This is an optimization exercise on Yosys and OpenROAD, whose aim is small area, a short achievable clock period and few clock cycles per item, not a production implementation.
Where RTL was checked, it was by simulation tests only, not by an equivalence proof against the original.
Power and IR drop assume default switching activity.

==> 02-28: inputs <==
## mul_unit
module mul_unit (
    input  wire        clk,
    input  wire        rst,         
    input  wire        in_valid,
    output wire        in_ready,
    input  wire [31:0] a,
    input  wire [31:0] b,
    input  wire [31:0] c,
    input  wire [5:0]  shift,
    input  wire        signed_op,
    input  wire        trunc,
    output reg         out_valid,
    output reg  [63:0] r,
    output reg         ovf32
);
export LEC_CHECK = 0
export CAP_MARGIN = 20
export CORE_MARGIN = 2
export CORE_UTILIZATION = 40
export SLEW_MARGIN = 20
create_clock -name core_clock -period 19.0 [get_ports {clk}]
run.sh (not shown) runs the stock make flow with config.mk's settings and CLKGATE_MAP_FILE= SYNTH_SCRIPT=/design/flow/synth_recipe.tcl, a recipe that flattens the netlist after the stock synthesis.
==> inputs of 10-04, as changes to 02-28 <==
==> flow/flow/run.sh (new file) <==
#!/bin/bash
# Standard synthesis, then the standard layout with the timing repair
# aiming for a setup margin below the clock period (the clock and the
# constraints stay the design's).
set -euo pipefail
MARGIN=$(cat flow/margin.txt)
bash standard.sh synth > synth.log 2>&1
bash standard.sh SETUP_SLACK_MARGIN=$MARGIN finish > layout.log 2>&1
==> flow/flow/margin.txt (new file) <==
13.5
==> flow/standard.sh (new file) <==
#!/bin/bash
# synth_recipe.tcl (not shown) runs the flow's synth.tcl, then flattens the netlist and writes it again
# the make line also repeats each setting of config.mk as NAME=value (left out here)
make -C /OpenROAD-flow-scripts/flow DESIGN_CONFIG=/design/flow/config.mk WORK_HOME=/design/flow/orfs CLKGATE_MAP_FILE= SYNTH_SCRIPT=/design/flow/synth_recipe.tcl "${@:-finish}"
removed: flow/run.sh
==> notes <==
02-28 finished with timing, DRC and antenna clean. 10-04 went through all stages and came out clean. Against 02-28, the first-iteration DRC count of 10-04 is smaller by 2.9%. Sequential share of layout area is about the same in 02-28 and 10-04. Combinational power is about the same in 02-28 and 10-04. Sequential power is about the same in 02-28 and 10-04. In clock-buffer cell count, 02-28 and 10-04 do not differ. Synthesized area is the same in 10-04 and 02-28. In global-route usage, 10-04 and 02-28 hardly differ. In wire length, 10-04 and 02-28 hardly differ. In flip-flop and latch count, 10-04 and 02-28 do not differ.
Function was not checked in any run of this note: the RTL went through the layout flow alone.

========
==> trial 38 <==
mul_unit, a different RTL version from the one above (not shown whole).
clock: 19.0 ns
lec_check: 0
cap_margin: 20
core_margin: 2
core_utilization: 40
slew_margin: 20
synth_hierarchical: 1
standard.sh (not shown) runs the stock make flow with config.mk's settings and CLKGATE_MAP_FILE= SYNTH_SCRIPT=/design/flow/synth_recipe.tcl, a recipe that flattens the netlist after the stock synthesis.
==> flow/flow/run.sh <==
#!/bin/bash
set -euo pipefail
MARGIN=$(cat flow/margin.txt)
bash standard.sh synth > synth.log 2>&1
RESULTS=orfs/results/${FLOW_PLATFORM}/mul_unit/base openroad -no_init -exit flow/downsize.tcl > downsize.log 2>&1
touch orfs/results/${FLOW_PLATFORM}/mul_unit/base/1_synth.sdc
bash standard.sh SETUP_SLACK_MARGIN=$MARGIN "BUFFER_PORTS_ARGS=-buffer_cell sky130_fd_sc_hd__buf_1" finish > layout.log 2>&1
==> flow/flow/downsize.tcl <==
# Resize every combinational cell of the synthesized netlist to the smallest
# drive strength of its kind (registers and their cell types stay as
# synthesis made them); the layout's timing repair then sizes up only the
# cells its paths need.
set results $::env(RESULTS)
read_db $results/1_synth.odb
set db [ord::get_db]
set n 0
set before 0.0
set after 0.0
foreach inst [[ord::get_db_block] getInsts] {
  set m [$inst getMaster]
  set name [$m getName]
  if {![regexp {^(sky130_fd_sc_hd__[a-z0-9]+)_(\d+)$} $name -> base drive]} { continue }
  if {[regexp {df|dl|sdf|edf|conb|tap|fill|decap|clkbuf|clkinv|clkdly|dlygate|dlymetal|probe|lpflow} $base]} { continue }
  set best ""
  set bestw 1e9
  foreach d {1 0 2} {
    set cand [$db findMaster ${base}_$d]
    if {$cand eq "NULL" || $cand eq ""} { continue }
    if {[$cand getWidth] < $bestw} { set best $cand; set bestw [$cand getWidth] }
  }
  if {$best eq "" || [$best getName] eq $name} { continue }
  if {[$best getWidth] >= [$m getWidth]} { continue }
  if {[$inst swapMaster $best]} { incr n }
}
puts "downsized $n instances"
write_db $results/1_synth.odb
==> flow/flow/margin.txt <==
14.0
==> inputs of trial 56, as changes to trial 38 <==
==> flow/flow/run.sh (replaced) <==
#!/bin/bash
set -euo pipefail
MARGIN=$(cat flow/margin.txt)
CTS="-sink_clustering_enable -repair_clock_nets -sink_clustering_size 36 -sink_clustering_max_diameter 70 -wire_unit 10"
bash standard.sh synth > synth.log 2>&1
RESULTS=orfs/results/${FLOW_PLATFORM}/mul_unit/base openroad -no_init -exit flow/downsize.tcl > downsize.log 2>&1
touch orfs/results/${FLOW_PLATFORM}/mul_unit/base/1_synth.sdc
bash standard.sh SETUP_SLACK_MARGIN=$MARGIN "BUFFER_PORTS_ARGS=-buffer_cell sky130_fd_sc_hd__buf_1" "CTS_ARGS=$CTS" finish > layout.log 2>&1
==> flow/flow/margin.txt (replaced) <==
14.12
CORE_UTILIZATION = 50   (was 40)
CTS_CLUSTER_DIAMETER = 70   (was default)
CTS_CLUSTER_SIZE = 36   (was default)
==> qor summary <==
| quantity | trial 56 | trial 38 |
|---|---|---|
| Status | complete, no violations | complete, no violations |
| Leakage power | 16.6 nW | 16.8 nW |
| DP Cell Count | 4786 | 5017 |
| Switching part of the total power | 0.488 | 0.481 |
| DRT met1 WL | 48.9 mm | 51.2 mm |
| Start point of the worst hold path | c0[8]$_DFF_P_ | c1[2]$_DFF_P_ |
| Via count | 30500 | 30700 |
| Global-route wire length before repair | 194 mm | 198 mm |
| Area fraction of clock buffers and clock inverters | 0.0319 | 0.0421 |
| Worst vdd ir | 0.000155 V | 0.000189 V |
| Final-layout fill cell count | 7061 | 9389 |
| Ratio of routed vias to standard cells | 6.28 | 6.00 |
| Non-clock buffers, area share | 0.0346 | 0.0318 |
| Min Tclk post-route | 4840 ps | 4950 ps |
| Data arrival time of the critical path | 1040 ps | 1150 ps |
| Layout Nets | 4518 | 4529 |
| Fraction of area in multi-input gates | 0.679 | 0.669 |
| Reg-to-Reg Start | two[7]$_DFF_P_ | one[7]$_DFF_P_ |
| Routed WL | 128 mm | 132 mm |
| Wire length on met3 | 12.3 mm | 13.0 mm |
| Total clock buffers created by CTS | 34 | 52 |
Testbench counts of trial 38, summed over its fixed seeds: cycles 16,032, ops 16,000.
Testbench counts of trial 56, summed over its fixed seeds: cycles 16,032, ops 16,000.

========
==> inputs of v7 <==
mul_unit, a different RTL version from the one above (not shown whole).
// mul_unit
module mul_unit (
    input  wire        clk,
    input  wire        rst,         
    input  wire        in_valid,
    output wire        in_ready,
    input  wire [31:0] a,
    input  wire [31:0] b,
    input  wire [31:0] c,
    input  wire [5:0]  shift,
    input  wire        signed_op,
    input  wire        trunc,
    output reg         out_valid,
    output reg  [63:0] r,
    output reg         ovf32
);
==> flow/config.mk <==
export PLATFORM = sky130hd
export DESIGN_NAME = mul_unit
export DESIGN_NICKNAME = mul_unit
export VERILOG_FILES = /design/flow/design.v
export SDC_FILE = /design/flow/constraint.sdc
export NUM_CORES = 4
export LEC_CHECK = 0
export CAP_MARGIN = 20
export CORE_MARGIN = 2
export CORE_UTILIZATION = 40
export CTS_CLUSTER_DIAMETER = 70
export CTS_CLUSTER_SIZE = 36
export SLEW_MARGIN = 20
export SYNTH_HIERARCHICAL = 1
==> flow/constraint.sdc <==
create_clock -name core_clock -period 19.0 [get_ports {clk}]
set_input_delay 3.8000 -clock core_clock [delete_from_list [all_inputs] [get_ports {clk}]]
set_output_delay 3.8000 -clock core_clock [all_outputs]
set_load 0.01 [all_outputs]
==> flow/flow/run.sh <==
#!/bin/bash
set -euo pipefail
MARGIN=$(cat flow/margin.txt)
CTS="-sink_clustering_enable -repair_clock_nets -sink_clustering_size 36 -sink_clustering_max_diameter 70 -wire_unit 10"
bash standard.sh synth > synth.log 2>&1
RESULTS=orfs/results/${FLOW_PLATFORM}/mul_unit/base openroad -no_init -exit flow/downsize.tcl > downsize.log 2>&1
touch orfs/results/${FLOW_PLATFORM}/mul_unit/base/1_synth.sdc
bash standard.sh SETUP_SLACK_MARGIN=$MARGIN "BUFFER_PORTS_ARGS=-buffer_cell sky130_fd_sc_hd__buf_1" "CTS_ARGS=$CTS" finish > layout.log 2>&1
==> flow/flow/margin.txt <==
14.12
Scripts as last shown in full above: flow/flow/downsize.tcl
==> v10 (differences from v7) <==
==> flow/flow/run.sh (replaced) <==
#!/bin/bash
set -euo pipefail
MARGIN=$(cat flow/margin.txt)
bash standard.sh synth > synth.log 2>&1
RESULTS=orfs/results/${FLOW_PLATFORM}/mul_unit/base openroad -no_init -exit flow/downsize.tcl > downsize.log 2>&1
touch orfs/results/${FLOW_PLATFORM}/mul_unit/base/1_synth.sdc
bash standard.sh SETUP_SLACK_MARGIN=$MARGIN "BUFFER_PORTS_ARGS=-buffer_cell sky130_fd_sc_hd__buf_1" finish > layout.log 2>&1
==> flow/flow/margin.txt (replaced) <==
14.15
==> v3 (differences from v7) <==
==> flow/flow/run.sh (replaced) <==
#!/bin/bash
set -euo pipefail
MARGIN=$(cat flow/margin.txt)
bash standard.sh synth > synth.log 2>&1
RESULTS=orfs/results/${FLOW_PLATFORM}/mul_unit/base openroad -no_init -exit flow/downsize.tcl > downsize.log 2>&1
touch orfs/results/${FLOW_PLATFORM}/mul_unit/base/1_synth.sdc
bash standard.sh SETUP_SLACK_MARGIN=$MARGIN "BUFFER_PORTS_ARGS=-buffer_cell sky130_fd_sc_hd__buf_1" finish > layout.log 2>&1
==> flow/flow/margin.txt (replaced) <==
14.0
==> notes.md <==
| quantity | v7 | v3 | v10 |
|---|---|---|---|
| Overall global routing resource usage | 25.7% | 26.0% | 26.0% |
| Worst Slack Setup Final | 14.13 ns | 14.05 ns | 14.07 ns |
| Switching power total | 4.64 mW | 4.59 mW | 4.66 mW |
| Register area | 9110 sq um | 9070 sq um | 9130 sq um |
| Data arrival at the endpoint of the critical path | 1.07 ns | 1.15 ns | 1.13 ns |
| Highest metal layer with signal wires | met5 | met4 | met5 |
| Beginning of the critical path | r[24] | r[27] | r[57] |
| Peak supply drop | 337 uV | 174 uV | 342 uV |
| Post-layout nets | 4,557 | 4,555 | 4,557 |
| Clock period minus final worst setup slack | 4.87 ns | 4.95 ns | 4.93 ns |
| Run status | timing/DRC/antenna clean | timing/DRC/antenna clean | timing/DRC/antenna clean |
| Area occupied by multi-input gates | 29,200 sq um | 29,200 sq um | 29,200 sq um |
| Net switching fraction of the power | 49.4% | 49.5% | 49.3% |
No run of this note included a check of the RTL's function; only the layout flow was run.

========
==> ember <==
mul_unit with an RTL version that a note above also has.
Settings: LEC_CHECK=0, CAP_MARGIN=20, CORE_MARGIN=2, CORE_UTILIZATION=40, CTS_CLUSTER_DIAMETER=70, CTS_CLUSTER_SIZE=36, SLEW_MARGIN=20, SYNTH_HIERARCHICAL=1; clock period 19.0 ns.
==> flow/flow/run.sh <==
#!/bin/bash
set -euo pipefail
MARGIN=$(cat flow/margin.txt)
CTS="-sink_clustering_enable -repair_clock_nets -sink_clustering_size 36 -sink_clustering_max_diameter 70 -wire_unit 10"
bash standard.sh synth > synth.log 2>&1
RESULTS=orfs/results/${FLOW_PLATFORM}/mul_unit/base openroad -no_init -exit flow/downsize.tcl > downsize.log 2>&1
touch orfs/results/${FLOW_PLATFORM}/mul_unit/base/1_synth.sdc
bash standard.sh SETUP_SLACK_MARGIN=$MARGIN "BUFFER_PORTS_ARGS=-buffer_cell sky130_fd_sc_hd__buf_1" "CTS_ARGS=$CTS" finish > layout.log 2>&1
==> flow/flow/margin.txt <==
14.12
Scripts as last shown in full above: flow/flow/downsize.tcl
==> inputs of yarrow, as changes to ember <==
Settings changed: CORE_UTILIZATION 40 to 60.
==> notes.md <==
item                                                                                            ember          yarrow
Die width                                                                                      318 µm          261 µm
Share of cells above drive strength 1                                                           0.106           0.113
Sequential share of cell area                                                                   0.214           0.219
Worst R2R End                                                                          k1[32]$_DFF_P_  k1[37]$_DFF_P_
Quantity of gates resized following cts                                                            55              89
Int Power                                                                                     4.70 mW         4.71 mW
Tap cells                                                                                        1287             864
Max Clock Freq                                                                                206 MHz         204 MHz
DP Wirelength                                                                                 84.3 mm         80.3 mm
DP Worst Slack                                                                               13460 ps        13280 ps
Die Ht                                                                                         318 µm          261 µm
Effective utilization at floorplan                                                              0.402           0.603
Post-route met1 wirelength                                                                    51.3 mm         44.5 mm
Initial drt markers                                                                              3285            3655
Non-filler instance count after layout                                                           5090            4642
Number of nets in the layout                                                                     4518            4498
Clock-pin slew reported for the worst setup and hold paths after clock tree synthesis          110 ps          120 ps
CP peak stage delay                                                                            360 ps          330 ps
Status                                                                                 finished clean  finished clean
Launch point of the critical path                                                       r[48]$_DFF_P_    r[6]$_DFF_P_
Clock network contribution to total cell area                                                  0.0337          0.0297
Antenna violations before repair                                                                    2               1
Via count of the first global-routing pass                                                      31.6k           33.5k
WL final                                                                                       132 mm          127 mm
Setup repair after global routing missed its margin                                                no             yes
Number of iterations in the first detailed-routing pass                                             6               9
Testbench counts of ember, summed over its fixed seeds: cycles 16,032, ops 16,000.
Testbench counts of yarrow, summed over its fixed seeds: cycles 16,032, ops 16,000.

========
==> run a: inputs <==
Another version of the RTL of mul_unit (not shown whole).
==> flow/config.mk <==
export PLATFORM = sky130hd
export DESIGN_NAME = mul_unit
export DESIGN_NICKNAME = mul_unit
export VERILOG_FILES = /design/flow/design.v
export SDC_FILE = /design/flow/constraint.sdc
export NUM_CORES = 4
export LEC_CHECK = 0
export CAP_MARGIN = 20
export CORE_MARGIN = 2
export CORE_UTILIZATION = 55
export SLEW_MARGIN = 20
export SYNTH_HIERARCHICAL = 1
==> flow/constraint.sdc <==
create_clock -name core_clock -period 19.0 [get_ports {clk}]
set_input_delay 3.8000 -clock core_clock [delete_from_list [all_inputs] [get_ports {clk}]]
set_output_delay 3.8000 -clock core_clock [all_outputs]
set_load 0.01 [all_outputs]
==> flow/flow/run.sh <==
#!/bin/bash
set -euo pipefail
MARGIN=$(cat flow/margin.txt)
bash standard.sh synth > synth.log 2>&1
RESULTS=orfs/results/${FLOW_PLATFORM}/mul_unit/base openroad -no_init -exit flow/downsize.tcl > downsize.log 2>&1
touch orfs/results/${FLOW_PLATFORM}/mul_unit/base/1_synth.sdc
bash standard.sh SETUP_SLACK_MARGIN=$MARGIN finish > layout.log 2>&1
==> flow/flow/margin.txt <==
13.7
Scripts as last shown in full above: flow/flow/downsize.tcl
==> run b (differences from run a) <==
==> flow/flow/margin.txt (replaced) <==
14.3
Settings changed: CORE_UTILIZATION 55 to 40.
==> run c (differences from run a) <==
==> flow/flow/margin.txt (replaced) <==
14.0
Settings changed: CORE_UTILIZATION 55 to 40.
==> notes.md <==
	run c	run b	run a
Global routing met2 resource utilization	41.3%	42.0%	58.5%
Share of post-route cells with drive strength above 1	10.8%	12.4%	9.41%
Placeable core region	98100 µm²	98100 µm²	71200 µm²
Cell area reported after detailed placement	42700 µm²	42700 µm²	42300 µm²
VDD IR-drop max	0.193 mV	0.289 mV	0.314 mV
Vias in the first global route	32050	32370	34058
Actual transition at the worst max-transition pin	1150 ps	1010 ps	1140 ps
Worst reg-to-reg setup slack	14070 ps	14370 ps	14060 ps
Fraction of standard cell area in multi-input logic	65.8%	65.1%	66.3%
Final non-filler cell area	44300 µm²	44900 µm²	44000 µm²
Setup repair after global routing missed its margin	no	yes	no
Result of the run	timing/DRC/antenna clean	timing/DRC/antenna clean	timing/DRC/antenna clean
Static leakage	17.1 nW	17.3 nW	17.1 nW
Area of the multi-input gates	29200 µm²	29200 µm²	29200 µm²
Height of the die	318 µm	318 µm	272 µm
Placer's final routability congestion estimate	0.885	0.896	0.965
Clock buffer and inverter area fraction after layout	4.15%	4.07%	3.92%
Largest stage delay, worst path	370 ps	360 ps	540 ps
Final net count	4517	4526	4498
Hold path start	c1[19]$_DFF_P_	c0[1]$_DFF_P_	c1[15]$_DFF_P_
Min Tclk post-route	4930 ps	4920 ps	5260 ps
Cell with the largest stage delay on the worst path	sky130_fd_sc_hd__dfxtp_2	sky130_fd_sc_hd__dfxtp_4	sky130_fd_sc_hd__clkdlybuf4s50_1
Testbench counts of run a, summed over its fixed seeds: cycles 16,032, ops 16,000.
Testbench counts of run b, summed over its fixed seeds: cycles 16,032, ops 16,000.
Testbench counts of run c, summed over its fixed seeds: cycles 16,032, ops 16,000.

==> static timing again, ports no longer ideal <==
In the flow no input, the clock included, has a driving cell. The finished layouts below were timed again as built, in two steps. Step 1 assumes that a clkbuf_16 drives the clock port and a buf_2 every other input. Step 2 moves the port delays by t, midway between the first and last clock arrival at a register: inputs arrive t later, outputs are due t later. That takes back most of the time a late clock gives input paths. Three values: no drivers, after step 1, after step 2; two values: the first two.
run	t (ns)	setup slack, ns	clock arrival spread, ns	worst register clock-pin slew, ns
02-28	0.745	12.953 / 12.953 / 12.953	0.028 / 0.028	0.08 / 0.08
10-04	0.744	13.660 / 13.588 / 13.675	0.027 / 0.027	0.08 / 0.08
trial 38	0.727	14.049 / 13.977 / 14.092	0.026 / 0.026	0.07 / 0.07
trial 56	0.618	14.161 / 14.088 / 14.208	0.058 / 0.058	0.11 / 0.11
v7	0.663	14.133 / 14.054 / 14.249	0.059 / 0.059	0.12 / 0.12
v10	0.712	14.072 / 13.999 / 14.316	0.043 / 0.044	0.12 / 0.12
v3	0.702	14.050 / 13.974 / 14.184	0.056 / 0.056	0.12 / 0.12
ember	0.629	14.154 / 14.081 / 14.253	0.047 / 0.047	0.11 / 0.11
yarrow	0.705	14.090 / 14.018 / 14.249	0.042 / 0.042	0.12 / 0.12
run a	0.679	13.741 / 13.673 / 14.059	0.023 / 0.024	0.07 / 0.07
run b	0.717	14.078 / 14.005 / 14.125	0.050 / 0.050	0.08 / 0.08
run c	0.712	14.071 / 13.998 / 14.074	0.035 / 0.035	0.08 / 0.08
After both steps setup and hold are still met in every run listed.
